Context: an optimization exercise on an open-source flow, tuned for small area, a short achievable clock period and few clock cycles. The choices shown serve that exercise and are no tape-out recipe. Only the layout flow was run in this run; the RTL was not checked for function there. No activity file was given, so power comes from the tool's default toggle rates.

**flow/config.mk**
```make
export PLATFORM = sky130hd
export DESIGN_NAME = asc_core
export DESIGN_NICKNAME = asc_core
export VERILOG_FILES = /design/flow/design.v
export SDC_FILE = /design/flow/constraint.sdc
export NUM_CORES = 4
export LEC_CHECK = 0
export CAP_MARGIN = 40
export CORE_MARGIN = 2
export CORE_UTILIZATION = 50
export PLACE_DENSITY = 0.6
export SLEW_MARGIN = 40
export SYNTH_HIERARCHICAL = 1
```
**flow/constraint.sdc**
```tcl
create_clock -name core_clock -period 10.0 [get_ports {clk}]
set_input_delay 2.0000 -clock core_clock [delete_from_list [all_inputs] [get_ports {clk}]]
set_output_delay 2.0000 -clock core_clock [all_outputs]
set_load 0.01 [all_outputs]
```
**flow/design.v**
```verilog
module asc_core (
    input  wire        clk,
    input  wire        rst,
    input  wire        start,
    input  wire [23:0] prog_len,
    input  wire [15:0] max_steps,
    output wire        busy,
    output reg         done,
    output reg  [1:0]  status,
    output reg  [2:0]  fault_code,
    output reg  [23:0] fault_val,
    output wire [23:0] imem_addr,
    input  wire [35:0] imem_data,
    output reg  [23:0] pc,
    output reg  [15:0] tick,
    output wire [47:0] regs,
    output reg         flag_z,
    output reg         flag_c,
    input  wire [6:0]  mem_raddr,
    output wire [11:0] mem_rdata
);
    localparam MEM_CAP = 128;
    localparam ST_HALTED  = 2'd1;
    localparam ST_FAULTED = 2'd2;
    localparam F_ADDRESS     = 3'd4;
    localparam F_CONTROL     = 3'd5;
    localparam F_RESOURCE    = 3'd6;
    localparam F_UNSUPPORTED = 3'd7;
    reg        run;         
    reg        skip_h;      
    reg        skip_r;      
    reg [35:0] ir;          
    reg [11:0] x0, x1, x2, x3;
    reg [11:0] mem [0:MEM_CAP-1];
    assign busy = run;
    assign regs = {x3, x2, x1, x0};
    wire [35:0] w = ir;
    wire [4:0]  op;
    wire [3:0]  r;
    wire        fa, fb;
    wire [11:0] fld_a, fld_b;
    wire        dec_fault;
    wire [2:0]  dec_fcode;
    wire [23:0] dec_fval;
    asc_decode u_dec (
        .w(w), .op(op), .r(r), .fa(fa), .fb(fb), .fld_a(fld_a), .fld_b(fld_b),
        .fault(dec_fault), .fcode(dec_fcode), .fval(dec_fval)
    );
    function [11:0] xsel;
        input [1:0]  i;
        input [11:0] r0, r1, r2, r3;
        case (i)
            2'd0: xsel = r0;
            2'd1: xsel = r1;
            2'd2: xsel = r2;
            default: xsel = r3;
        endcase
    endfunction
    wire [11:0] xr = xsel(r[1:0], x0, x1, x2, x3);
    wire [11:0] xa = xsel(fld_a[1:0], x0, x1, x2, x3);
    wire [11:0] xb = xsel(fld_b[1:0], x0, x1, x2, x3);
    wire [11:0] va = fa ? fld_a : xa;
    wire [11:0] vb = fb ? fld_b : xb;
    wire [11:0] alu_y;
    wire        alu_z, alu_c;
    asc_alu u_alu (.op(op), .a(va), .b(vb), .y(alu_y), .z(alu_z), .c(alu_c));
    wire is_halt   = (op == 5'h00);
    wire is_alu    = (op >= 5'h01 && op <= 5'h0C);
    wire is_flag   = (op >= 5'h01 && op <= 5'h0A);
    wire is_load   = (op == 5'h0D);
    wire is_store  = (op == 5'h0E);
    wire is_jump   = (op == 5'h0F);
    wire is_jumpif = (op == 5'h10);
    wire is_ls     = is_load | is_store;
    wire is_jmp    = is_jump | is_jumpif;
    wire [23:0] ea     = fa ? w[23:0] : {12'd0, xa};
    wire        ea_bad = fa ? (w[23:7] != 17'd0) : (xa[11:7] != 5'd0);
    reg cond;
    always @* begin
        case (w[30:29])
            2'b00: cond = flag_z;
            2'b01: cond = ~flag_z;
            2'b10: cond = flag_c;
            default: cond = ~flag_c;
        endcase
    end
    wire [23:0] target  = w[23:0];
    wire        tgt_bad = (target >= prog_len);
    wire        taken   = is_jump | (is_jumpif & cond);
    wire [23:0] pc_inc   = pc + 24'd1;
    wire [15:0] tick_inc = tick + 16'd1;
    wire [23:0] npc      = taken ? target : pc_inc;
    assign imem_addr = run ? npc : 24'd0;
    wire exec = run & ~skip_h & ~skip_r;
    wire i_fault = dec_fault
                 | (~is_halt & ~is_alu & ~is_ls & ~is_jmp)      
                 | (is_ls & ea_bad)
                 | (is_jmp & taken & tgt_bad);
    wire i_ok    = ~i_fault & ~is_halt;                        
    wire nx_halt = ~taken & (pc_inc == prog_len);
    wire nx_res  = (tick_inc == max_steps);
    wire commit  = exec & i_ok;
    wire ending  = ~exec | ~i_ok | nx_halt | nx_res;
    reg [2:0]  end_code;
    reg [23:0] end_val;
    reg [1:0]  end_status;
    always @* begin
        end_status = ST_FAULTED;
        end_code   = 3'd0;
        end_val    = 24'd0;
        if (skip_h) begin
            end_status = ST_HALTED;
        end else if (skip_r) begin
            end_code = F_RESOURCE;
        end else if (dec_fault) begin
            end_code = dec_fcode;
            end_val  = dec_fval;
        end else if (is_halt) begin
            end_status = ST_HALTED;
        end else if (is_ls & ea_bad) begin
            end_code = F_ADDRESS;
            end_val  = ea;
        end else if (is_jmp & taken & tgt_bad) begin
            end_code = F_CONTROL;
            end_val  = target;
        end else if (~is_alu & ~is_ls & ~is_jmp) begin
            end_code = F_UNSUPPORTED;
            end_val  = {19'd0, op};
        end else if (nx_halt) begin
            end_status = ST_HALTED;
        end else begin
            end_code = F_RESOURCE;
        end
    end
    wire [6:0] maddr = run ? ea[6:0] : mem_raddr;
    wire wr_m = exec & is_store & ~dec_fault & ~ea_bad;
    wire [7:0]  npa, nwa;
    wire [15:0] npb, nwb;
    genvar g, h;
    generate
        for (g = 0; g < 8; g = g + 1) begin : g_pa
            assign npa[g] = ~(maddr[2:0] == g);
            assign nwa[g] = ~((maddr[2:0] == g) | rst);
        end
        for (g = 0; g < 16; g = g + 1) begin : g_pb
            assign npb[g] = ~(maddr[6:3] == g);
            assign nwb[g] = ~(((maddr[6:3] == g) & wr_m) | rst);
        end
    endgenerate
    wire [MEM_CAP-1:0] rsel, wsel;
    generate
        for (g = 0; g < 16; g = g + 1) begin : g_row
            for (h = 0; h < 8; h = h + 1) begin : g_col
                asc_nor2 u_r (.a(npa[h]), .b(npb[g]), .y(rsel[8*g+h]));
                asc_nor2 u_w (.a(nwa[h]), .b(nwb[g]), .y(wsel[8*g+h]));
            end
        end
    endgenerate
    wire [11:0] mrd;
    generate
        for (g = 0; g < 12; g = g + 1) begin : g_bit
            wire [128:0] d, s;
            for (h = 0; h < MEM_CAP; h = h + 1) begin : g_in
                assign d[h] = mem[h][g];
                assign s[h] = rsel[h];
            end
            assign d[128] = 1'b0;
            assign s[128] = 1'b0;
            asc_rdtree u_t (.d(d), .s(s), .y(mrd[g]));
        end
    endgenerate
    assign mem_rdata = mrd;
    wire [11:0] mwd = rst ? 12'd0 : xr;
    generate
        for (g = 0; g < MEM_CAP; g = g + 1) begin : g_mem
            always @(posedge clk)
                if (wsel[g])
                    mem[g] <= mwd;
        end
    endgenerate
    wire [11:0] wdata = is_load ? mrd : alu_y;
    wire        wr_x  = exec & ~dec_fault & (is_alu | (is_load & ~ea_bad));
    wire        wr_f  = exec & ~dec_fault & is_flag;
    always @(posedge clk)
        ir <= imem_data;
    always @(posedge clk) begin
        if (rst) begin
            run        <= 1'b0;
            skip_h     <= 1'b0;
            skip_r     <= 1'b0;
            done       <= 1'b0;
            status     <= 2'd0;
            fault_code <= 3'd0;
            fault_val  <= 24'd0;
            pc         <= 24'd0;
            tick       <= 16'd0;
            flag_z     <= 1'b0;
            flag_c     <= 1'b0;
        end else begin
            done <= run & ending;
            if (!run) begin
                if (start) begin
                    run    <= 1'b1;
                    skip_h <= (prog_len == 24'd0);
                    skip_r <= (max_steps == 16'd0);
                    pc     <= 24'd0;
                    tick   <= 16'd0;
                end
            end else begin
                if (ending) begin
                    run        <= 1'b0;
                    status     <= end_status;
                    fault_code <= end_code;
                    fault_val  <= end_val;
                end
                if (exec)
                    tick <= tick_inc;
                if (commit)
                    pc <= npc;
            end
            if (wr_f) begin
                flag_z <= alu_z;
                flag_c <= alu_c;
            end
        end
    end
    always @(posedge clk) begin
        if (rst) begin
            x0 <= 12'd0;
            x1 <= 12'd0;
            x2 <= 12'd0;
            x3 <= 12'd0;
        end else if (wr_x) begin
            case (r[1:0])
                2'd0: x0 <= wdata;
                2'd1: x1 <= wdata;
                2'd2: x2 <= wdata;
                default: x3 <= wdata;
            endcase
        end
    end
endmodule
module asc_nor2 (input wire a, input wire b, output wire y);
    assign y = ~(a | b);
endmodule
module asc_rdtree (input wire [128:0] d, input wire [128:0] s, output wire y);
    wire [42:0] n;
    wire [10:0] o1;
    wire [2:0]  o2;
    genvar k;
    generate
        for (k = 0; k < 43; k = k + 1) begin : g_aoi
            asc_aoi222 u (.a0(d[3*k]), .a1(s[3*k]), .b0(d[3*k+1]), .b1(s[3*k+1]),
                          .c0(d[3*k+2]), .c1(s[3*k+2]), .y(n[k]));
        end
        for (k = 0; k < 10; k = k + 1) begin : g_n4
            asc_nand4 u (.a(n[4*k]), .b(n[4*k+1]), .c(n[4*k+2]), .d(n[4*k+3]), .y(o1[k]));
        end
    endgenerate
    asc_nand3 u_n3 (.a(n[40]), .b(n[41]), .c(n[42]), .y(o1[10]));
    asc_nor4  u_o0 (.a(o1[0]), .b(o1[1]), .c(o1[2]), .d(o1[3]), .y(o2[0]));
    asc_nor4  u_o1 (.a(o1[4]), .b(o1[5]), .c(o1[6]), .d(o1[7]), .y(o2[1]));
    asc_nor3  u_o2 (.a(o1[8]), .b(o1[9]), .c(o1[10]), .y(o2[2]));
    asc_nand3 u_y  (.a(o2[0]), .b(o2[1]), .c(o2[2]), .y(y));
endmodule
module asc_aoi222 (input wire a0, a1, b0, b1, c0, c1, output wire y);
    assign y = ~((a0 & a1) | (b0 & b1) | (c0 & c1));
endmodule
module asc_nand4 (input wire a, b, c, d, output wire y);
    assign y = ~(a & b & c & d);
endmodule
module asc_nand3 (input wire a, b, c, output wire y);
    assign y = ~(a & b & c);
endmodule
module asc_nor4 (input wire a, b, c, d, output wire y);
    assign y = ~(a | b | c | d);
endmodule
module asc_nor3 (input wire a, b, c, output wire y);
    assign y = ~(a | b | c);
endmodule
module asc_decode (
    input  wire [35:0] w,
    output wire [4:0]  op,
    output wire [3:0]  r,
    output wire        fa,
    output wire        fb,
    output wire [11:0] fld_a,
    output wire [11:0] fld_b,
    output reg         fault,
    output reg  [2:0]  fcode,
    output reg  [23:0] fval
);
    localparam NUM_REGISTERS = 4;
    localparam F_ILLEGAL   = 3'd1;
    localparam F_MALFORMED = 3'd2;
    localparam F_BADREG    = 3'd3;
    assign op    = w[35:31];
    assign r     = w[30:27];
    assign fa    = w[26];
    assign fb    = w[25];
    assign fld_a = w[23:12];
    assign fld_b = w[11:0];
    wire   f0    = w[24];
    wire is_n  = (op == 5'h00);
    wire is_a2 = (op >= 5'h01 && op <= 5'h05) || (op >= 5'h07 && op <= 5'h0A);
    wire is_a1 = (op == 5'h06) || (op == 5'h0B) || (op == 5'h0C);
    wire is_m  = (op == 5'h0D) || (op == 5'h0E);
    wire is_j  = (op == 5'h0F);
    wire is_jc = (op == 5'h10);
    wire is_k  = (op == 5'h11);
    wire is_c3 = (op >= 5'h12 && op <= 5'h14);
    wire is_q  = (op == 5'h15) || (op == 5'h16);
    wire illegal = (op >= 5'h17);
    wire rsv_bad = (is_a2 & f0)
                 | (is_a1 & (fb | f0 | (fld_b != 12'd0)))
                 | (is_m  & (fb | f0 | (~fa & (fld_b != 12'd0))))
                 | (is_j  & (w[30:24] != 7'd0))
                 | (is_jc & (w[28:24] != 5'd0))
                 | (is_n  & (w[30:0] != 31'd0))
                 | (is_k  & ((w[26:24] != 3'd0) | (fld_b != 12'd0)))
                 | (is_c3 & (w[26:24] != 3'd0));
    wire form_bad = ((op == 5'h0B) & ~fa) | ((op == 5'h0C) & fa);
    wire use_r = is_a2 | is_a1 | is_m | is_k | is_c3 | is_q;
    wire use_a = (is_a2 & ~fa) | ((op == 5'h06) & ~fa) | (op == 5'h0C)
               | (is_m & ~fa) | is_c3 | is_q;
    wire use_b = (is_a2 & ~fb) | is_c3 | is_q;
    wire high_bad = (use_a & (fld_a[11:4] != 8'd0)) | (use_b & (fld_b[11:4] != 8'd0));
    wire mask_bad = (op == 5'h16) & (w[26:24] == 3'd0);
    always @* begin
        fault = 1'b1;
        fcode = F_MALFORMED;
        fval  = 24'd0;
        if (illegal) begin
            fcode = F_ILLEGAL;
            fval  = {19'd0, op};
        end else if (rsv_bad | form_bad | high_bad | mask_bad) begin
            fcode = F_MALFORMED;
        end else if (use_r & (r >= NUM_REGISTERS)) begin
            fcode = F_BADREG;
            fval  = {20'd0, r};
        end else if (use_a & (fld_a[3:0] >= NUM_REGISTERS)) begin
            fcode = F_BADREG;
            fval  = {20'd0, fld_a[3:0]};
        end else if (use_b & (fld_b[3:0] >= NUM_REGISTERS)) begin
            fcode = F_BADREG;
            fval  = {20'd0, fld_b[3:0]};
        end else begin
            fault = 1'b0;
            fcode = 3'd0;
        end
    end
endmodule
module asc_alu (
    input  wire [4:0]  op,
    input  wire [11:0] a,
    input  wire [11:0] b,
    output reg  [11:0] y,
    output wire        z,
    output reg         c
);
    wire        sub = (op == 5'h02);
    wire [12:0] sum = {1'b0, a} + {1'b0, b ^ {12{sub}}} + {12'd0, sub};
    wire        hi  = (b[11:4] != 8'd0);
    wire        ge12 = hi | (b[3:2] == 2'b11);
    wire        big  = hi | (b[3:0] > 4'd12);
    wire [3:0]  s    = ge12 ? 4'd12 : b[3:0];
    function [1:0] m3add;    
        input [1:0] x, y;
        reg [2:0] t;
        begin
            t = x + y;
            m3add = (t >= 3'd3) ? t - 3'd3 : t[1:0];
        end
    endfunction
    function [1:0] m3dig;    
        input [1:0] d;
        m3dig = (d == 2'd3) ? 2'd0 : d;
    endfunction
    wire [1:0] q3 = m3add(m3add(m3add(m3dig(b[3:2]), m3dig(b[5:4])),
                                m3add(m3dig(b[7:6]), m3dig(b[9:8]))),
                          m3dig(b[11:10]));
    wire is_rol = (op == 5'h0A);
    wire is_shl = (op == 5'h07);
    wire is_sar = (op == 5'h09);
    reg [3:0] rl;
    always @* begin
        if (is_rol)
            rl = {q3, b[1:0]};
        else if (is_shl)
            rl = (s == 4'd12) ? 4'd0 : s;
        else
            rl = (s == 4'd0) ? 4'd0 : 4'd12 - s;
    end
    wire [11:0] r1 = rl[1] ? (rl[0] ? {a[8:0], a[11:9]} : {a[9:0], a[11:10]})
                           : (rl[0] ? {a[10:0], a[11]} : a);
    wire [11:0] rot = rl[3] ? {r1[3:0], r1[11:4]}
                            : (rl[2] ? {r1[7:0], r1[11:8]} : r1);
    reg  [11:0] keep;
    integer j;
    always @* begin
        for (j = 0; j < 12; j = j + 1)
            keep[j] = is_shl ? (j >= s) : (11 - j >= s);
    end
    wire        fill = is_sar & a[11];
    wire [11:0] shf  = (rot & keep) | (~keep & {12{fill}});
    wire        shc  = (s == 4'd0) | (big & ~is_sar) ? 1'b0
                     : (is_shl ? rot[0] : rot[11]);
    always @* begin
        y = 12'd0;
        c = 1'b0;
        case (op)
            5'h01, 5'h02: {c, y} = sum;
            5'h03: y = a & b;
            5'h04: y = a | b;
            5'h05: y = a ^ b;
            5'h06: y = ~a;
            5'h07, 5'h08, 5'h09: begin y = shf; c = shc; end
            5'h0A: y = rot;
            default: y = a;               
        endcase
    end
    assign z = (y == 12'd0);
endmodule
```
**flow/run.sh**
```bash
#!/bin/bash
# synth_recipe.tcl (not shown) runs the flow's synth.tcl, then flattens the netlist and writes it again
# the make line also repeats each setting of config.mk as NAME=value (left out here)
make -C /OpenROAD-flow-scripts/flow DESIGN_CONFIG=/design/flow/config.mk WORK_HOME=/design/flow/orfs CLKGATE_MAP_FILE= SYNTH_SCRIPT=/design/flow/synth_recipe.tcl finish
```
==> flow_metrics.tcl <==
set metrics [dict create \
    dr_wl_met2_mm 98.0 \
    grt_pass1_wl_mm 305 \
    ys_warn_count 10 \
    vias 45000 \
    syn_to_final_growth_pct 16.4 \
    synthesis.area_mm2 0.0682 \
    cts_root_buf "clkbuf_16" \
    die_w_um 373 \
    grt_setup_unrepaired "no" \
    synthCells 4352 \
    pin_count 243 \
    drtAntennaViolNets 0 \
    met1_length_mm 86.2 \
    critPathKind "flop to output port" \
    wl_met3_mm 21.2 \
    antenna_found_initial 0 \
    tightest_slew_ns 0.909 \
    setup_violations 0 \
    place.gp.congestion 0.938 \
    setup_ws_ns 0.581 \
    final_util_pct 58.6 \
    initial_core_util_pct 50.4 \
    maxCapViolCount 0 \
    fp.dieH_um 373 \
    cts_resized 0 \
    post-cts-setup-buffer-count 0 \
    cp.arrival_ns 7.42 \
    cts_tree "built" \
    path_max_fanout 12 \
    cts_max_level 4 \
    vias_per_cell 6.72 \
    drc 0 \
    fill_cells 10500 \
    wl_per_cell_um 31.7 \
    layout-drive-gt1-share_pct 15.7 \
    cp_data_required_time_ns 8.00 \
    dp.cells 6382 \
    dpl.hpwl_mm 138 \
    clockBufferDepth 3 \
    drv_slew 0 \
    fin_tns_setup_ns 0 \
    postCtsHoldBufs 0 \
    dieArea_mm2 0.139 \
    worstSetupEndpointType "output port" \
    core.rowCount 135 \
    fin_skew_ns 0.0705 \
    syn_avg_cell_area_um2 15.7 \
    grt_overflow 0 \
    fin_cells 6698 \
    nNetsFinal 4938 \
    slew_headroom_pct 38.7 \
    track_usage_pct 29.9 \
    clk_latency_ns 0.81 \
    rrSetupSlack_ns 1.02 \
    clk_pin_slew_ns 0.06 \
    power.leakage_nw 26.7 \
    port_buffers 242 \
    maxUsedRoutingLayer "met4" \
    grt_pass1_vias 42800 \
    min_period_ns 9.42 \
    hold_path_class "flop to flop" \
    wl_mm 212 \
    final_hold_viol_count 0 \
    max_freq_mhz 106 \
    cts_made_buffers 171 \
    grt_max_degree 89 \
    outcome "timing/DRC/antenna clean" \
    place_ws_ns 0.806 \
    clkSinkCount 1695 \
    post-route-period-util_pct 94.2 \
    start_kind "flop" \
    dr.pass1.iters 14 \
    vdd_ir_drop_max_v 0.000160 \
    drt_iter0_drc 7999 \
    fp.coreArea_mm2 0.135 \
    p_per_area_mw_per_mm2 195 \
]
[sequential cells by signal (all words and copies together) (netlist names), 2 cells and up]
register and count:
mem 1536, ir 36, fault_val 24, pc 24, tick 16, x0 12
x1 12, x2 12, x3 12, fault_code 3, status 2
[report_power, final]
part | switching, mW | total, mW | leakage [nW] | internal [mW]
logic | 0.786 | 1.09 | 7.77 | 0.307
registers | 0.112 | 8.11 | 16.2 | 8.00
clock network | 2.68 | 6.29 | 2.68 | 3.60
[routing by layer]
metal	track usage, %	vias up
li1	-	19200
met1	42.8	22900
met2	46.3	2564
met3	5.89	359
met4	9.24	0
met5	0	-
[critical path: stages (launching register included)]
cell and delay, ns:
dfxtp_2 0.65, mux4_2 0.63, nand2b_1 0.16, a21boi_0 0.46, a21oi_1 0.33, and2_1 0.32
nand2_1 0.64, nor2_1 0.39, buf_4 0.27, a222oi_1 0.48, nand4_1 0.36, nor4_2 0.79
nand3_1 0.48, clkdlybuf4s50_1 0.60
[final cells by class]
class / instances / area (um^2) / area share, %
inverter: 78 / 293 / 0.369
timing repair buffer: 387 / 3580 / 4.51
clock inverter: 98 / 983 / 1.24
tap: 1781 / 2230 / 2.81
sequential: 1695 / 49300 / 62.1
clock buffer: 216 / 4520 / 5.69
antenna: 1 / 2.50 / 0.00315
multi-input combinational: 2442 / 18500 / 23.3
[placed cells by master (no fill, tap or decap), drive strengths merged, types with 61 or more instances in the layout]
cell           instances
a222oi               521
nor4                  69
mux2i                 67
nor3                  61
nand3                 83
a21oi                148
nor2                 446
buf                  146
clkinv                69
nand4                149
clkdlybuf4s50        241
o21ai                 77
clkbuf               216
nand2                170
inv                   85
dfxtp                159
edfxtp              1536
ha                    72
[per-stage QoR]
stage | power (mW) | hold slack, ns | cell area (um^2)
after floorplan | 8.78 | 0.472 | 68400
after global placement | 9.29 | 0.439 | 73200
after detailed placement | 9.33 | 0.450 | 73800
after CTS | 15.6 | 0.466 | 79300
after global routing | 15.9 | 0.474 | 79400
final | 15.5 | 0.466 | 79400
[path summary, 6_finish.rpt]
kind              cells after the start           from       endpoint
setup / recovery                     13         ir[12]   mem_rdata[0]
hold / removal                        1  fault_val[18]  fault_val[18]
setup reg to reg                     30          ir[0]         flag_z
hold reg to reg                       1  fault_val[18]  fault_val[18]

[static timing again, ports no longer ideal]
Ports are ideal in the flow. The routed layout listed here was re-timed in OpenROAD. Step 1, drivers: a clkbuf_16 drives clk and a buf_2 each remaining input, both assumed. Step 2 moves the port delays by t, midway between the first and last clock arrival at a register: inputs arrive t later, outputs are due t later. That takes back most of the time a late clock gives input paths. a / b / c = no drivers / after step 1 / after step 2; a / b = the first two.
t, ns: 0.857
slack for setup (ns): 0.581 / 0.495 / 0.573
worst setup path at the end: input to output
worst register clock-pin slew, ns: 0.07 / 0.07
After both steps setup and hold are still met in this run. For this run, drivers alone change the setup slack by -0.086 ns; drivers and shift together by -0.008 ns.
